Context: an optimization exercise on an open-source flow, tuned for small area, a short achievable clock period and few clock cycles per item. The choices shown serve that exercise and are no tape-out recipe.
The RTL was checked by simulation tests, not by an equivalence proof against the original design.

==> flow/design.v, too long to show whole: its modules and the start of the top module <==
// module fxled_csc: 735 lines
// module fx_m1: 1375 lines
// module fx_m2: 876 lines
// module fx_m3: 901 lines
module fxled_csc (
    input  wire        clk,
    input  wire        rst,         
    input  wire        in_valid,
    output wire        in_ready,
    input  wire        op,          
    input  wire [31:0] x0,          
    input  wire [31:0] x1,          
    input  wire [31:0] x2,          
    output reg         out_valid,
    output wire [31:0] y0,          
    output wire [31:0] y1,          
    output wire [31:0] y2           
);
  // ...
==> flow/run.sh <==
#!/bin/bash
# synth_recipe.tcl (not shown) runs the flow's synth.tcl, then flattens the netlist and writes it again
# the make line also repeats each setting of config.mk as NAME=value (left out here)
make -C /OpenROAD-flow-scripts/flow DESIGN_CONFIG=/design/flow/config.mk WORK_HOME=/design/flow/orfs CLKGATE_MAP_FILE= SYNTH_SCRIPT=/design/flow/synth_recipe.tcl finish
==> flow/config.mk <==
export PLATFORM = sky130hd
export DESIGN_NAME = fxled_csc
export DESIGN_NICKNAME = fxled_csc
export VERILOG_FILES = /design/flow/design.v
export SDC_FILE = /design/flow/constraint.sdc
export NUM_CORES = 4
export LEC_CHECK = 0
export ABC_AREA = 1
export CAP_MARGIN = 50
export CORE_MARGIN = 2
export CORE_UTILIZATION = 60
export SLEW_MARGIN = 60
==> flow/constraint.sdc <==
create_clock -name core_clock -period 15.0 [get_ports {clk}]
set_input_delay 3.0000 -clock core_clock [delete_from_list [all_inputs] [get_ports {clk}]]
set_output_delay 3.0000 -clock core_clock [all_outputs]
set_load 0.01 [all_outputs]
==> impl_metrics.env, run 1 <==
export IMPL_status="no timing/DRC/antenna violations"
export IMPL_gp_congestion=1.05
export IMPL_dr_wl_met3_um=34900
export IMPL_buffer_area_share_pct=2.36
export IMPL_dp_cells=17721
export IMPL_initial_utilization_pct=60.4
export IMPL_wl_met2_um=185000
export IMPL_die_y_um=463
export IMPL_clock_root_buffer="clkbuf_16"
export IMPL_drv_slew=0
export IMPL_ios=198
export IMPL_io_buffer_count=184
export IMPL_synth_seq_area_share_pct=32.3
export IMPL_drt_iter0_drc=10202
export IMPL_dp_hpwl_um=295000
export IMPL_synth_most_common_cell="nand2_1"
export IMPL_antenna_found_initial=15
export IMPL_insertion_delay_ns=0.94
export IMPL_ys_ff_latch=1991
export IMPL_holdBufCountCts=0
export IMPL_regArea_sq_um=40900
export IMPL_mostFrequentLayoutCell="nand2_1"
export IMPL_final_clk_cell_share_pct=5.24
export IMPL_grt_setup_unrepaired="false"
export IMPL_synth_area_mux_share_pct=0.0869
export IMPL_synth_xor_area_share_pct=9.96
export IMPL_drv_cap=0
export IMPL_grt_first_pass_wirelength_um=614000
export IMPL_critPathMaxStageDelay_ns=0.41
export IMPL_area_delta_synth_final_pct=9.64
export IMPL_cts_htree_levels=4
export IMPL_cts_buffers=198
export IMPL_critPathArrivalTime_ns=6.38
export IMPL_fmax_mhz=181
export IMPL_hold_viol_final=0
Testbench counts, summed over its fixed seeds: cycles 8,646, items 8,000.
==> run 2: changes to the inputs <==
--- a/flow/config.mk
+++ b/flow/config.mk
@@ -8,5 +8,6 @@
 export ABC_AREA = 1
 export CAP_MARGIN = 50
 export CORE_MARGIN = 2
-export CORE_UTILIZATION = 60
+export CORE_UTILIZATION = 70
+export PLACE_DENSITY = 0.75
 export SLEW_MARGIN = 60
==> impl_metrics.env, run 2 <==
export IMPL_mostFrequentLayoutCells="nand2_1 (2449), inv_1 (2114), dfxtp_1 (1861), xor2_1 (1213), o22ai_1 (942)"
export IMPL_netlist_top_cell_by_area="dfxtp_1"
export IMPL_clock_path_buffers=3
export IMPL_crit_family="simple AND/OR/NAND/NOR gates"
export IMPL_largest_reg_flops=528
export IMPL_ys_ff_latch=1991
export IMPL_critical_path_max_fanout=5
export IMPL_layout_nets=16927
export IMPL_post_drt_wl_per_cell_um=23.6
export IMPL_critPathMaxStageDelay_ns=0.43
export IMPL_critical_path_required_ns=15.86
export IMPL_drt_iter0_drc=13681
export IMPL_coreArea_sq_um=180000
export IMPL_drive_above_1_share_pct=5.22
export IMPL_cts_setup_buffers=0
export IMPL_min_period_ns=6.20
export IMPL_syn_area_sq_um=127000
export IMPL_cts_htree_levels=4
export IMPL_viasPerCell=6.38
export IMPL_cts_resized=0
export IMPL_drc=0
export IMPL_critPathArrivalTime_ns=7.06
export IMPL_grt_use_total_pct=44.3
export IMPL_die_y_um=429
export IMPL_place_area_sq_um=131000
export IMPL_period_share_pct=41.3
export IMPL_dp_hpwl_um=296000
export IMPL_hold_viol_final=0
export IMPL_drt_pass1_iterations=27
export IMPL_design_area_sq_um=138000
export IMPL_clock_root_buffer="clkbuf_16"
export IMPL_drv_slew=0
export IMPL_fin_skew_ns=0.122
export IMPL_hold_ws_ns=0.274
export IMPL_synth_edf_count=103
export IMPL_grt_max_degree=51
export IMPL_antenna_found_initial=21
export IMPL_slew_headroom_pct=56.9
export IMPL_cpMaxStageDelayCell="nor3_1"
export IMPL_ant_nets=0
export IMPL_die_area_sq_um=184000
export IMPL_grt_first_pass_wirelength_um=641000
export IMPL_synth_distinct_cells=66
export IMPL_path_buf_inv=1
export IMPL_clk_pin_slew_ns=0.07
export IMPL_mostFrequentLayoutCell="nand2_1"
export IMPL_die_x_um=429
export IMPL_clock_sinks=1991
export IMPL_yosys_top_cells_area="dfxtp_1 (30%), fa_1 (13%), ha_1 (8.8%), xor2_1 (8.4%), nand2_1 (7.3%)"
export IMPL_start_kind="register"
export IMPL_insertion_delay_ns=0.93
export IMPL_grt_setup_unrepaired="false"
export IMPL_vias=112470
export IMPL_criticalPathCategory="register to register"
export IMPL_drv_cap=0
export IMPL_fin_setup_tns_ns=0
export IMPL_fp_row_count=156
export IMPL_totalWireLength_um=417000
export IMPL_grt_pass1_vias=114744
export IMPL_setup_violations=0
export IMPL_synth_top_flop_cell="dfxtp_1"
export IMPL_synth_warnings=2
export IMPL_status="no timing/DRC/antenna violations"
export IMPL_worstMarginPinSlew_ns=0.640
export IMPL_largest_register="hp"
export IMPL_hold_path_class="register to register"
export IMPL_grt_ovfl_total=0
export IMPL_endpoint_kind="register"
export IMPL_cts_buffers=198
export IMPL_synth_top_area_share_pct=29.8
export IMPL_syn_area_per_cell_sq_um=8.37
export IMPL_reg_top3="hp x528, wc2 x46, ws2 x46"
export IMPL_synthTopCellsByCount="nand2_1 (2457), inv_1 (2176), dfxtp_1 (1888)"
export IMPL_syn_instance_count=15136
export IMPL_synthArstFlopShare_pct=0
export IMPL_fmax_mhz=161
export IMPL_cts_tree="yes"
export IMPL_area_delta_synth_final_pct=8.90
export IMPL_gp_congestion=1.04
export IMPL_holdBufCountCts=0
export IMPL_initial_utilization_pct=70.3
export IMPL_path_common_cell="nand2_1"
export IMPL_synth_seq_area_share_pct=32.3
export IMPL_synth_most_common_cell="nand2_1"
export IMPL_ios=198
export IMPL_io_buffer_count=184
[run 2: cell count changes in the layout (fill, tap and decap cells not counted), sizes merged]
cell and change:
clkinv -19, buf -23, clkinvlp -5, bufinv -17, inv +21, clkbuf +19, diode -1
[run 2: cells by family after synthesis]
group	count (synthesis)	synth area share, %
compound gates	2855	13.0
xor+xnor	1440	9.96
fa+ha+maj	1738	22.1
buf+inv	2831	8.50
flops	1991	32.3
mux	10	0.0869
other cells	1	0.00296
simple gates	4270	14.0
[run 2: cell type report]
cell class / instances / area (sq um)
timing repair buffer: 331 / 3050
inverter: 2245 / 8480
antenna: 10 / 25.0
fill: 12120 / 42200
multi-input combinational: 10327 / 75500
clock buffer: 265 / 5610
tap: 2370 / 2970
clock inverter: 103 / 1400
sequential: 1991 / 40900
[run 2: worst paths after layout]
path	startpoint	to	slack (ns)	cells after the start
setup / recovery	dd_13[3]	hq[26]	8.80	28
hold / removal	hp[5][20]	hp[6][20]	0.27	0
setup reg to reg	dd_13[3]	hq[26]	8.80	28
hold reg to reg	hp[5][20]	hp[6][20]	0.27	0
[run 2: stage by stage]
| stage | setup WS [ns] | utilization, % | cells |
|---|---|---|---|
| after floorplan | 10.33 | - | 15149 |
| after global placement | 9.50 | 72.3 | 17239 |
| after detailed placement | 9.15 | 72.6 | 17261 |
| after CTS | 8.95 | 76.5 | 17629 |
| after global routing | 8.43 | 76.5 | 17632 |
| final | 8.80 | 76.6 | 17642 |
[run 2: layer usage]
metal | share of wire [%] | GRT usage, % | up-vias
met1 | 35 | 51.9 | 52333
met5 | 0.061 | 0 | -
met4 | 9.0 | 32.2 | 26
met3 | 12 | 13.3 | 2795
met2 | 44 | 69.3 | 8161
li1 | - | - | 49155
==> run 3: changes to the inputs <==
--- a/flow/config.mk
+++ b/flow/config.mk
@@ -6,8 +6,7 @@
 export NUM_CORES = 4
 export LEC_CHECK = 0
 export ABC_AREA = 1
-export CAP_MARGIN = 50
+export CAP_MARGIN = 70
 export CORE_MARGIN = 2
-export CORE_UTILIZATION = 70
-export PLACE_DENSITY = 0.75
-export SLEW_MARGIN = 60
+export CORE_UTILIZATION = 60
+export SLEW_MARGIN = 80
==> impl_metrics.env, run 3 <==
export IMPL_synthArstFlopShare_pct=0
export IMPL_grt_max_degree=35
export IMPL_die_x_um=463
export IMPL_largest_register="hp"
export IMPL_viasPerCell=5.98
export IMPL_synth_distinct_cells=66
export IMPL_fin_skew_ns=0.120
export IMPL_fmax_mhz=190
export IMPL_synth_warnings=2
export IMPL_insertion_delay_ns=0.93
export IMPL_largest_reg_flops=528
export IMPL_synth_top_flop_cell="dfxtp_1"
export IMPL_hold_path_class="register to register"
export IMPL_grt_first_pass_wirelength_um=629000
export IMPL_ios=198
export IMPL_path_buf_inv=1
export IMPL_status="no timing/DRC/antenna violations"
export IMPL_grt_pass1_vias=111535
export IMPL_syn_area_sq_um=127000
export IMPL_clk_pin_slew_ns=0.07
export IMPL_drv_slew=0
export IMPL_critPathArrivalTime_ns=6.12
export IMPL_totalWireLength_um=413000
export IMPL_synth_top_area_share_pct=29.8
export IMPL_reg_top3="hp x528, wc2 x46, ws2 x46"
export IMPL_fin_setup_tns_ns=0
export IMPL_min_period_ns=5.25
export IMPL_period_share_pct=35.0
export IMPL_io_buffer_count=184
export IMPL_fp_row_count=168
export IMPL_cts_tree="yes"
export IMPL_post_drt_wl_per_cell_um=22.6
export IMPL_area_delta_synth_final_pct=15.6
export IMPL_vias=109548
export IMPL_drc=0
export IMPL_worstMarginPinSlew_ns=0.607
export IMPL_stdcell_count=18332
export IMPL_synthTopCellsByCount="nand2_1 (2457), inv_1 (2176), dfxtp_1 (1888)"
export IMPL_dp_hpwl_um=308000
export IMPL_grt_setup_unrepaired="false"
export IMPL_syn_instance_count=15136
export IMPL_critical_path_max_fanout=4
export IMPL_die_y_um=463
export IMPL_holdBufCountCts=0
export IMPL_synth_most_common_cell="nand2_1"
export IMPL_drv_cap=0
export IMPL_mostFrequentLayoutCell="nand2_1"
export IMPL_die_area_sq_um=215000
export IMPL_yosys_top_cells_area="dfxtp_1 (30%), fa_1 (13%), ha_1 (8.8%), xor2_1 (8.4%), nand2_1 (7.3%)"
export IMPL_clock_root_buffer="clkbuf_16"
export IMPL_hold_viol_final=0
export IMPL_netlist_top_cell_by_area="dfxtp_1"
export IMPL_cts_htree_levels=4
export IMPL_coreArea_sq_um=210000
export IMPL_clock_sinks=1991
export IMPL_final_util_pct=69.8
export IMPL_grt_use_total_pct=37.2
export IMPL_slew_headroom_pct=59.5
export IMPL_drive_above_1_share_pct=10.3
export IMPL_gp_congestion=1.05
export IMPL_path_common_cell="nand3_1"
export IMPL_endpoint_kind="register"
export IMPL_setup_violations=0
export IMPL_cts_setup_buffers=0
export IMPL_syn_area_per_cell_sq_um=8.37
export IMPL_initial_utilization_pct=60.4
export IMPL_cts_buffers=200
export IMPL_ys_ff_latch=1991
export IMPL_criticalPathCategory="register to register"
export IMPL_critical_path_required_ns=15.86
export IMPL_clock_path_buffers=3
export IMPL_ant_nets=0
export IMPL_cpMaxStageDelayCell="fa_1"
export IMPL_cts_resized=0
export IMPL_dp_cells=17915
export IMPL_mostFrequentLayoutCells="nand2_1 (2434), inv_1 (2097), dfxtp_1 (1783), xor2_1 (1177), ha_1 (892)"
export IMPL_critPathMaxStageDelay_ns=0.40
export IMPL_antenna_found_initial=17
export IMPL_layout_nets=17174
export IMPL_synth_edf_count=103
export IMPL_synth_seq_area_share_pct=32.3
export IMPL_drt_pass1_iterations=13
export IMPL_drt_iter0_drc=11101
export IMPL_crit_family="simple AND/OR/NAND/NOR gates"
export IMPL_grt_ovfl_total=0
export IMPL_start_kind="register"
==> run 3: cell count changes in the layout (fill, tap and decap cells not counted), sizes merged <==
cell | before | now
buf | 148 | 354
bufinv | 16 | 28
clkbuf | 265 | 277
clkdlybuf4s15 | 0 | 7
clkdlybuf4s18 | 0 | 7
clkdlybuf4s25 | 0 | 1
clkdlybuf4s50 | 183 | 189
clkinv | 102 | 108
clkinvlp | 11 | 21
diode | 10 | 11
inv | 2219 | 2206
==> run 3: cell families (layout without fill, tap and decap cells) <==
| kind of cell | Yosys count | in the layout | synth area share, % |
|---|---|---|---|
| AND/OR/NAND/NOR | 4270 | 4270 | 14.0 |
| AO/OA/AOI/OAI | 2855 | 2855 | 13.0 |
| buffers and inverters | 2831 | 3198 | 8.50 |
| flip-flops | 1991 | 1991 | 32.3 |
| adder cells (fa/ha/maj) | 1738 | 1738 | 22.1 |
| XOR/XNOR | 1440 | 1440 | 9.96 |
| multiplexers | 10 | 10 | 0.0869 |
| other | 1 | 25 | 0.00296 |
==> run 3: path summary, 6_finish.rpt <==
kind / startpoint / endpoint / slack (ns) / cells after the start
min: hp[5][32] / hp[6][32] / 0.27 / 0
min reg2reg: hp[5][32] / hp[6][32] / 0.27 / 0
max: dd_13[3] / hq[21] / 9.75 / 27
max reg2reg: dd_13[3] / hq[21] / 9.75 / 27
==> run 3: area by class of cell <==
class	instances	area, sq um
fillers	15994	63400
clock buffers	259	5630
well taps	2805	3510
repair buffers	576	6870
multi-input cells	10327	78700
diodes	11	27.5
inverters	2245	8780
flip-flops and latches	1991	41100
clock inverters	118	1830
==> run 3: per-layer routing <==
metal  vias up  GRT usage (%)  part of all wire [%]
li1      49699              -                     -
met1     51684           44.5                    37
met2      6157           61.2                    46
met3      1990           8.29                   9.3
met4        18           22.8                   7.5
met5         -         0.0446                 0.065
==> run 3: through the flow <==
stage	hold WS (ns)	worst slack, ns	area, sq um
3_3_place_gp	0.310	9.55	131000
3_5_place_dp	0.312	9.61	137000
5_1_grt	0.267	9.28	146000
4_1_cts	0.254	9.56	145000
6_report	0.270	9.75	146000
2_1_floorplan	0.310	10.33	127000

what the ideal ports hide:
Ports are ideal in the flow. The routed layouts listed here were re-timed in OpenROAD. Step 1 assumes that a clkbuf_16 drives the clock port and a buf_2 every other input. Step 2, shift: input delay + t, output delay - t, t = (earliest + latest rising clock arrival at the registers) / 2. This alone moves slack from input paths to output paths. Slacks: ideal ports / drivers / drivers and shift; pairs: ideal ports / drivers.
run | t (ns) | setup slack, ns | worst setup path at the end
run 1 | 0.974 | 9.489 / 9.489 / 9.489 | register to register
run 2 | 0.971 | 8.798 / 8.798 / 8.798 | register to register
run 3 | 0.975 | 9.745 / 9.745 / 9.554 | input to register
After both steps every run listed still meets setup and hold. For run 3, which loses most, drivers alone change the setup slack by 0.000 ns; drivers and shift together by -0.191 ns.
